This design comes from an exercise in tuning for small area, a short achievable clock period and few clock cycles on the open sky130 flow, not from production work.
At most, simulation tests tie the RTL to the original design; equivalence was not proved.

==> wip/lagoon: inputs <==
==> flow/design.v (excerpt) <==
module mx_frame_tx (
    input  wire       clk,
    input  wire       rst,
    input  wire       cmd_valid,
    output wire       cmd_ready,
    input  wire [7:0] cmd_len,
    input  wire       in_valid,
    output wire       in_ready,
    input  wire [7:0] in_data,
    output reg        w_valid,
    input  wire       w_ready,
    output reg  [7:0] w_data,
    output reg        w_last,
    output reg        rej
);
export LEC_CHECK = 0
export CAP_MARGIN = 20
export CORE_MARGIN = 2
export CORE_UTILIZATION = 40
export SETUP_SLACK_MARGIN = 5
export SLEW_MARGIN = 20
create_clock -name core_clock -period 10.0 [get_ports {clk}]
run.sh (not shown) runs the stock make flow with config.mk's settings and CLKGATE_MAP_FILE= SYNTH_SCRIPT=/design/flow/synth_recipe.tcl, a recipe that flattens the netlist after the stock synthesis.
==> wip/amber (differences from wip/lagoon) <==
--- a/flow/design.v
+++ b/flow/design.v
@@ -95,89 +95,88 @@
     function is_sent;
         input [7:0] b;
         begin
             is_sent = (b == SENT_END) || (b == SENT_BEGIN) || (b == SENT_ENC);
         end
     endfunction
     reg  [7:0]  rem;      
-    reg  [4:0]  sn;       
+    reg         lfirst;   
     reg         pend;     
     reg         lact;     
     reg  [2:0]  lplen;    
     reg  [2:0]  lidx;     
     reg  [7:0]  lhdr;     
     reg  [7:0]  q [0:M-1];
-    reg  [2:0]  qn;
+    reg  [M-1:0] qt;      
     wire lfull = lact && (lidx == lplen);
     wire take;            
     wire lstart = pend && (!lact || take);
     assign cmd_ready = !pend && !(lact && !lfull);
-    assign in_ready  = lact && (lidx != lplen) && (qn != 3'd5);
+    assign in_ready  = lact && (lidx != lplen) && !qt[M-1];
     wire       rem_le5 = (rem <= 8'd5);
     wire [2:0] rem_p   = rem_le5 ? rem[2:0] : 3'd5;
     wire       wr      = in_valid && in_ready;
     always @(posedge clk) begin
         if (rst) begin
             rem   <= 8'd0;
-            sn    <= 5'd0;
+            lfirst <= 1'b1;
             pend  <= 1'b0;
             lact  <= 1'b0;
             lplen <= 3'd0;
             lidx  <= 3'd0;
             rej   <= 1'b0;
         end else begin
             rej <= 1'b0;
             if (cmd_valid && cmd_ready) begin
                 if (cmd_len > MAXF) begin
                     rej <= 1'b1;
                 end else begin
                     rem  <= cmd_len;
-                    sn   <= 5'd0;
                     pend <= 1'b1;
                 end
             end
             if (lstart) begin
                 lact  <= 1'b1;
                 lplen <= rem_p;
                 lidx  <= 3'd0;
                 rem   <= rem - {5'd0, rem_p};
-                sn    <= sn + 5'd1;
+                lfirst <= rem_le5;
                 pend  <= !rem_le5;
             end else begin
                 if (take)
                     lact <= 1'b0;
                 if (wr)
                     lidx <= lidx + 3'd1;
             end
         end
     end
     always @(posedge clk) begin
         if (lstart)
-            lhdr <= {rem_le5, sn == 5'd0, 1'b0, sn};
+            lhdr <= {rem_le5, lfirst, 1'b0, lfirst ? 5'd0 : lhdr[4:0] + 5'd1};
         else if (wr && is_sent(in_data))
             lhdr[5] <= 1'b1;
     end
     reg         eact;     
     reg         ebin;     
     reg         efe;      
     reg  [3:0]  cnt;      
     reg  [7:0]  sbr;      
-    reg  [31:0] hash;
+    reg  [31:0] hf;       
     reg  [1:0]  ph;       
     reg  [5:0]  lo;       
     reg         eq;       
     wire step    = eact && (!w_valid || w_ready);
     wire consume = step && (ebin ? (!efe && ph != 2'd3 && cnt != 4'd0) : 1'b1);
     wire hashing = (cnt >= 4'd4);                  
     wire pop     = consume && (cnt >= 4'd5);       
     wire t_end = (cnt == 4'd1);
     wire b_end = (ph == 2'd3) && (cnt == 4'd0);
     wire c_end = step && (ebin ? (!efe && b_end) : t_end);
     assign take = lfull && (!eact || c_end);
-    wire [31:0] fy = hash ^ {24'd0, sbr};
+    wire [31:0] fy = hf;
     wire [31:0] hash_n;
     wire hs1;
     wire hc2;
     assign hs1 = fy[8] ^ fy[7];
     assign hc2 = fy[8] & fy[7];
     wire fs3;
     wire fc4;
@@ -514,14 +513,17 @@
     wire fs169;
     wire fc170;
     assign fs169 = fs113 ^ fc60 ^ fc112;
     assign fc170 = (fs113 & fc60) | (fs113 & fc112) | (fc60 & fc112);
     wire [31:0] ra = {fs169, fs167, fs165, fs163, fs161, fs159, fs157, fs155, fs153, fs151, fs149, fs147, fs145, fs143, fs141, fs139, fs137, fs135, fs133, fs131, fs129, fs127, fs125, fs123, fs121, fs119, fs117, hs115, fy[3], fy[2], fy[1], fy[0]};
     wire [31:0] rb = {fc168, fc166, fc164, fc162, fc160, fc158, fc156, fc154, fc152, fc150, fc148, fc146, fc144, fc142, fc140, fc138, fc136, fc134, fc132, fc130, fc128, fc126, fc124, fc122, fc120, fc118, hc116, fy[0], fy[2], fy[1], fy[0], 1'b0};
     assign hash_n = ra + rb;
+    wire        hupd   = consume && hashing;
+    wire [31:0] hf_oth = ({32{take}} & (FNV_OFFSET ^ {24'd0, lhdr})) | ({32{!take}} & hf);
+    wire [31:0] hf_d   = hupd ? (hash_n ^ {24'd0, q[0]}) : hf_oth;
     reg  [5:0] sv;
     reg  [5:0] lo_n;
     always @(*) begin
         case (ph)
         2'd0:    begin sv = sbr[7:2];            lo_n = {sbr[1:0], 4'd0}; end
         2'd1:    begin sv = {lo[5:4], sbr[7:4]}; lo_n = {sbr[3:0], 2'd0}; end
         2'd2:    begin sv = {lo[5:2], sbr[7:6]}; lo_n = sbr[5:0];         end
@@ -562,25 +564,22 @@
                 eq   <= 1'b0;
             end else if (c_end) begin
                 eact <= 1'b0;
             end
         end
     end
     always @(posedge clk) begin
-        if (take)
-            hash <= FNV_OFFSET;
-        else if (consume && hashing)
-            hash <= hash_n;
+        hf <= hf_d;
         if (take)
             sbr <= lhdr;
         else if (consume) begin
             case (cnt)
             4'd4:    sbr <= hash_n[7:0];
-            4'd3:    sbr <= hash[15:8];
-            4'd2:    sbr <= hash[23:16] ^ hash[31:24];
+            4'd3:    sbr <= hf[15:8];
+            4'd2:    sbr <= hf[23:16] ^ hf[31:24];
             4'd1:    sbr <= 8'd0;
             default: sbr <= q[0];
             endcase
         end
         if (step && ebin && !efe)
             lo <= lo_n;
         if (step) begin
@@ -596,23 +595,25 @@
             end
         end
     end
     integer k;
     always @(posedge clk) begin
         for (k = 0; k < M; k = k + 1) begin
             if (pop) begin
-                if (wr && ({1'b0, qn} == k + 1))
+                if (wr && qt[k] && (k == M - 1 || !qt[k + 1]))
                     q[k] <= in_data;
                 else if (k < M - 1)
                     q[k] <= q[k + 1];
-            end else if (wr && ({1'b0, qn} == k)) begin
+            end else if (wr && !qt[k] && (k == 0 || qt[k - 1])) begin
                 q[k] <= in_data;
             end
         end
     end
     always @(posedge clk) begin
         if (rst)
-            qn <= 3'd0;
-        else
-            qn <= qn + {2'd0, wr} - {2'd0, pop};
+            qt <= {M{1'b0}};
+        else if (wr && !pop)
+            qt <= {qt[M-2:0], 1'b1};
+        else if (pop && !wr)
+            qt <= {1'b0, qt[M-1:1]};
     end
 endmodule
==> flow/flow/run.sh (new file) <==
#!/bin/bash
bash standard.sh SETUP_SLACK_MARGIN=6 "BUFFER_PORTS_ARGS=-buffer_cell sky130_fd_sc_hd__buf_2" finish > standard.log 2>&1
==> flow/standard.sh (new file) <==
#!/bin/bash
# synth_recipe.tcl (not shown) runs the flow's synth.tcl, then flattens the netlist and writes it again
# the make line also repeats each setting of config.mk as NAME=value (left out here)
make -C /OpenROAD-flow-scripts/flow DESIGN_CONFIG=/design/flow/config.mk WORK_HOME=/design/flow/orfs CLKGATE_MAP_FILE= SYNTH_SCRIPT=/design/flow/synth_recipe.tcl "${@:-finish}"
==> flow/config.mk (replaced) <==
export PLATFORM = sky130hd
export DESIGN_NAME = mx_frame_tx
export DESIGN_NICKNAME = mx_frame_tx
export VERILOG_FILES = /design/flow/design.v
export SDC_FILE = /design/flow/constraint.sdc
export NUM_CORES = 4
export LEC_CHECK = 0
export CAP_MARGIN = 20
export CORE_MARGIN = 2
export CORE_UTILIZATION = 75
export CTS_BUF_LIST = sky130_fd_sc_hd__clkbuf_8
export CTS_CLUSTER_SIZE = 40
export SETUP_SLACK_MARGIN = 5
export SLEW_MARGIN = 20
removed: flow/run.sh
==> wip/indigo (differences from wip/lagoon) <==
--- a/flow/design.v
+++ b/flow/design.v
@@ -95,89 +95,88 @@
     function is_sent;
         input [7:0] b;
         begin
             is_sent = (b == SENT_END) || (b == SENT_BEGIN) || (b == SENT_ENC);
         end
     endfunction
     reg  [7:0]  rem;      
-    reg  [4:0]  sn;       
+    reg         lfirst;   
     reg         pend;     
     reg         lact;     
     reg  [2:0]  lplen;    
     reg  [2:0]  lidx;     
     reg  [7:0]  lhdr;     
     reg  [7:0]  q [0:M-1];
-    reg  [2:0]  qn;
+    reg  [M-1:0] qt;      
     wire lfull = lact && (lidx == lplen);
     wire take;            
     wire lstart = pend && (!lact || take);
     assign cmd_ready = !pend && !(lact && !lfull);
-    assign in_ready  = lact && (lidx != lplen) && (qn != 3'd5);
+    assign in_ready  = lact && (lidx != lplen) && !qt[M-1];
     wire       rem_le5 = (rem <= 8'd5);
     wire [2:0] rem_p   = rem_le5 ? rem[2:0] : 3'd5;
     wire       wr      = in_valid && in_ready;
     always @(posedge clk) begin
         if (rst) begin
             rem   <= 8'd0;
-            sn    <= 5'd0;
+            lfirst <= 1'b1;
             pend  <= 1'b0;
             lact  <= 1'b0;
             lplen <= 3'd0;
             lidx  <= 3'd0;
             rej   <= 1'b0;
         end else begin
             rej <= 1'b0;
             if (cmd_valid && cmd_ready) begin
                 if (cmd_len > MAXF) begin
                     rej <= 1'b1;
                 end else begin
                     rem  <= cmd_len;
-                    sn   <= 5'd0;
                     pend <= 1'b1;
                 end
             end
             if (lstart) begin
                 lact  <= 1'b1;
                 lplen <= rem_p;
                 lidx  <= 3'd0;
                 rem   <= rem - {5'd0, rem_p};
-                sn    <= sn + 5'd1;
+                lfirst <= rem_le5;
                 pend  <= !rem_le5;
             end else begin
                 if (take)
                     lact <= 1'b0;
                 if (wr)
                     lidx <= lidx + 3'd1;
             end
         end
     end
     always @(posedge clk) begin
         if (lstart)
-            lhdr <= {rem_le5, sn == 5'd0, 1'b0, sn};
+            lhdr <= {rem_le5, lfirst, 1'b0, lfirst ? 5'd0 : lhdr[4:0] + 5'd1};
         else if (wr && is_sent(in_data))
             lhdr[5] <= 1'b1;
     end
     reg         eact;     
     reg         ebin;     
     reg         efe;      
     reg  [3:0]  cnt;      
     reg  [7:0]  sbr;      
-    reg  [31:0] hash;
+    reg  [31:0] hf;       
     reg  [1:0]  ph;       
     reg  [5:0]  lo;       
     reg         eq;       
     wire step    = eact && (!w_valid || w_ready);
     wire consume = step && (ebin ? (!efe && ph != 2'd3 && cnt != 4'd0) : 1'b1);
     wire hashing = (cnt >= 4'd4);                  
     wire pop     = consume && (cnt >= 4'd5);       
     wire t_end = (cnt == 4'd1);
     wire b_end = (ph == 2'd3) && (cnt == 4'd0);
     wire c_end = step && (ebin ? (!efe && b_end) : t_end);
     assign take = lfull && (!eact || c_end);
-    wire [31:0] fy = hash ^ {24'd0, sbr};
+    wire [31:0] fy = hf;
     wire [31:0] hash_n;
     wire hs1;
     wire hc2;
     assign hs1 = fy[8] ^ fy[7];
     assign hc2 = fy[8] & fy[7];
     wire fs3;
     wire fc4;
@@ -514,14 +513,17 @@
     wire fs169;
     wire fc170;
     assign fs169 = fs113 ^ fc60 ^ fc112;
     assign fc170 = (fs113 & fc60) | (fs113 & fc112) | (fc60 & fc112);
     wire [31:0] ra = {fs169, fs167, fs165, fs163, fs161, fs159, fs157, fs155, fs153, fs151, fs149, fs147, fs145, fs143, fs141, fs139, fs137, fs135, fs133, fs131, fs129, fs127, fs125, fs123, fs121, fs119, fs117, hs115, fy[3], fy[2], fy[1], fy[0]};
     wire [31:0] rb = {fc168, fc166, fc164, fc162, fc160, fc158, fc156, fc154, fc152, fc150, fc148, fc146, fc144, fc142, fc140, fc138, fc136, fc134, fc132, fc130, fc128, fc126, fc124, fc122, fc120, fc118, hc116, fy[0], fy[2], fy[1], fy[0], 1'b0};
     assign hash_n = ra + rb;
+    wire        hupd   = consume && hashing;
+    wire [31:0] hf_oth = ({32{take}} & (FNV_OFFSET ^ {24'd0, lhdr})) | ({32{!take}} & hf);
+    wire [31:0] hf_d   = hupd ? (hash_n ^ {24'd0, q[0]}) : hf_oth;
     reg  [5:0] sv;
     reg  [5:0] lo_n;
     always @(*) begin
         case (ph)
         2'd0:    begin sv = sbr[7:2];            lo_n = {sbr[1:0], 4'd0}; end
         2'd1:    begin sv = {lo[5:4], sbr[7:4]}; lo_n = {sbr[3:0], 2'd0}; end
         2'd2:    begin sv = {lo[5:2], sbr[7:6]}; lo_n = sbr[5:0];         end
@@ -562,25 +564,22 @@
                 eq   <= 1'b0;
             end else if (c_end) begin
                 eact <= 1'b0;
             end
         end
     end
     always @(posedge clk) begin
-        if (take)
-            hash <= FNV_OFFSET;
-        else if (consume && hashing)
-            hash <= hash_n;
+        hf <= hf_d;
         if (take)
             sbr <= lhdr;
         else if (consume) begin
             case (cnt)
             4'd4:    sbr <= hash_n[7:0];
-            4'd3:    sbr <= hash[15:8];
-            4'd2:    sbr <= hash[23:16] ^ hash[31:24];
+            4'd3:    sbr <= hf[15:8];
+            4'd2:    sbr <= hf[23:16] ^ hf[31:24];
             4'd1:    sbr <= 8'd0;
             default: sbr <= q[0];
             endcase
         end
         if (step && ebin && !efe)
             lo <= lo_n;
         if (step) begin
@@ -596,23 +595,25 @@
             end
         end
     end
     integer k;
     always @(posedge clk) begin
         for (k = 0; k < M; k = k + 1) begin
             if (pop) begin
-                if (wr && ({1'b0, qn} == k + 1))
+                if (wr && qt[k] && (k == M - 1 || !qt[k + 1]))
                     q[k] <= in_data;
                 else if (k < M - 1)
                     q[k] <= q[k + 1];
-            end else if (wr && ({1'b0, qn} == k)) begin
+            end else if (wr && !qt[k] && (k == 0 || qt[k - 1])) begin
                 q[k] <= in_data;
             end
         end
     end
     always @(posedge clk) begin
         if (rst)
-            qn <= 3'd0;
-        else
-            qn <= qn + {2'd0, wr} - {2'd0, pop};
+            qt <= {M{1'b0}};
+        else if (wr && !pop)
+            qt <= {qt[M-2:0], 1'b1};
+        else if (pop && !wr)
+            qt <= {1'b0, qt[M-1:1]};
     end
 endmodule
==> flow/flow/run.sh (new file) <==
#!/bin/bash
bash standard.sh SETUP_SLACK_MARGIN=6 \
  "BUFFER_PORTS_ARGS=-buffer_cell sky130_fd_sc_hd__buf_1" \
  "CTS_ARGS=-sink_clustering_enable -repair_clock_nets -sink_clustering_size 40 -buf_list sky130_fd_sc_hd__clkbuf_8 -dont_use_dummy_load" \
  finish > standard.log 2>&1
==> flow/standard.sh (new file) <==
#!/bin/bash
# synth_recipe.tcl (not shown) runs the flow's synth.tcl, then flattens the netlist and writes it again
# the make line also repeats each setting of config.mk as NAME=value (left out here)
make -C /OpenROAD-flow-scripts/flow DESIGN_CONFIG=/design/flow/config.mk WORK_HOME=/design/flow/orfs CLKGATE_MAP_FILE= SYNTH_SCRIPT=/design/flow/synth_recipe.tcl "${@:-finish}"
==> flow/config.mk (replaced) <==
export PLATFORM = sky130hd
export DESIGN_NAME = mx_frame_tx
export DESIGN_NICKNAME = mx_frame_tx
export VERILOG_FILES = /design/flow/design.v
export SDC_FILE = /design/flow/constraint.sdc
export NUM_CORES = 4
export LEC_CHECK = 0
export CAP_MARGIN = 20
export CORE_MARGIN = 2
export CORE_UTILIZATION = 60
export CTS_BUF_LIST = sky130_fd_sc_hd__clkbuf_8
export CTS_CLUSTER_SIZE = 40
export SETUP_SLACK_MARGIN = 5
export SLEW_MARGIN = 20
removed: flow/run.sh
==> comparison table <==
                                                              wip/amber        wip/lagoon      wip/indigo
Cell area after technology mapping                           10100 um^2        10500 um^2      10100 um^2
Critical path destination                                hf[19]$_DFF_P_  qn[2]$_SDFF_PP0_  hf[28]$_DFF_P_
Worst Path Class, Setup                                      reg -> reg         in -> reg      reg -> reg
Clock tree buffer count of the final layout                          17                21              17
Worst setup margin                                              5.92 ns           5.20 ns         5.98 ns
Number of unique standard cell types used by synthesis               64                80              64
Non-filler cells, final                                            1251              1510            1283
Number of synthesized register bits                                 137               139             137
End-of-flow core utilization                                      85.7%             45.4%           67.8%
Status                                 no timing/DRC/antenna violations  no timing/DRC/antenna violations  no timing/DRC/antenna violations
Share of the synthesized area in the top cell type                23.3%             17.7%           23.3%
Slack of the worst reg-to-reg path                              5.92 ns           5.22 ns         5.98 ns
Clock latency (worst-skew pair)                                 0.47 ns           0.42 ns         0.44 ns
Post-detailed-route via-to-cell ratio                              6.51              5.50            5.85
Count of buffer and inverter cells on the critical path               3                 6               3
Testbench counts of wip/amber, summed over its fixed seeds: cycles 23,720.
Testbench counts of wip/indigo, summed over its fixed seeds: cycles 23,720.
For wip/lagoon, only the layout was checked, not whether the RTL still works.

re-timing with driven ports:
How much do the figures lean on ideal ports? The routed layouts below were timed once more, with nothing changed but the port constraints. Step 1 (the two cells are an assumption about what drives the block):
set clk [get_ports {clk}]
set_driving_cell -lib_cell sky130_fd_sc_hd__clkbuf_16 $clk
set_driving_cell -lib_cell sky130_fd_sc_hd__buf_2 [delete_from_list [all_inputs] $clk]
Step 2 adds t to the input delays and takes it off the output delays; t is the mean of the earliest and latest rising clock arrival at the registers after step 1. Input paths then give back, and output paths get back, about the clock's delay inside the block. Slacks: ideal / step 1 / step 2; pairs: ideal / step 1.
run | t, ns | setup slack, ns | latest minus earliest clock arrival (ns) | worst data-port slew with drivers (ns)
wip/lagoon | 0.463 | 5.203 / 5.215 / 4.752 | 0.009 / 0.008 | 0.04
wip/amber | 0.498 | 5.917 / 5.917 / 5.610 | 0.011 / 0.011 | 0.03
wip/indigo | 0.473 | 5.980 / 5.980 / 5.642 | 0.018 / 0.018 | 0.03
After both steps setup and hold are still met in every run listed. The setup slack of wip/lagoon, which loses most, moves by +0.012 ns with the drivers and by -0.451 ns with both steps.
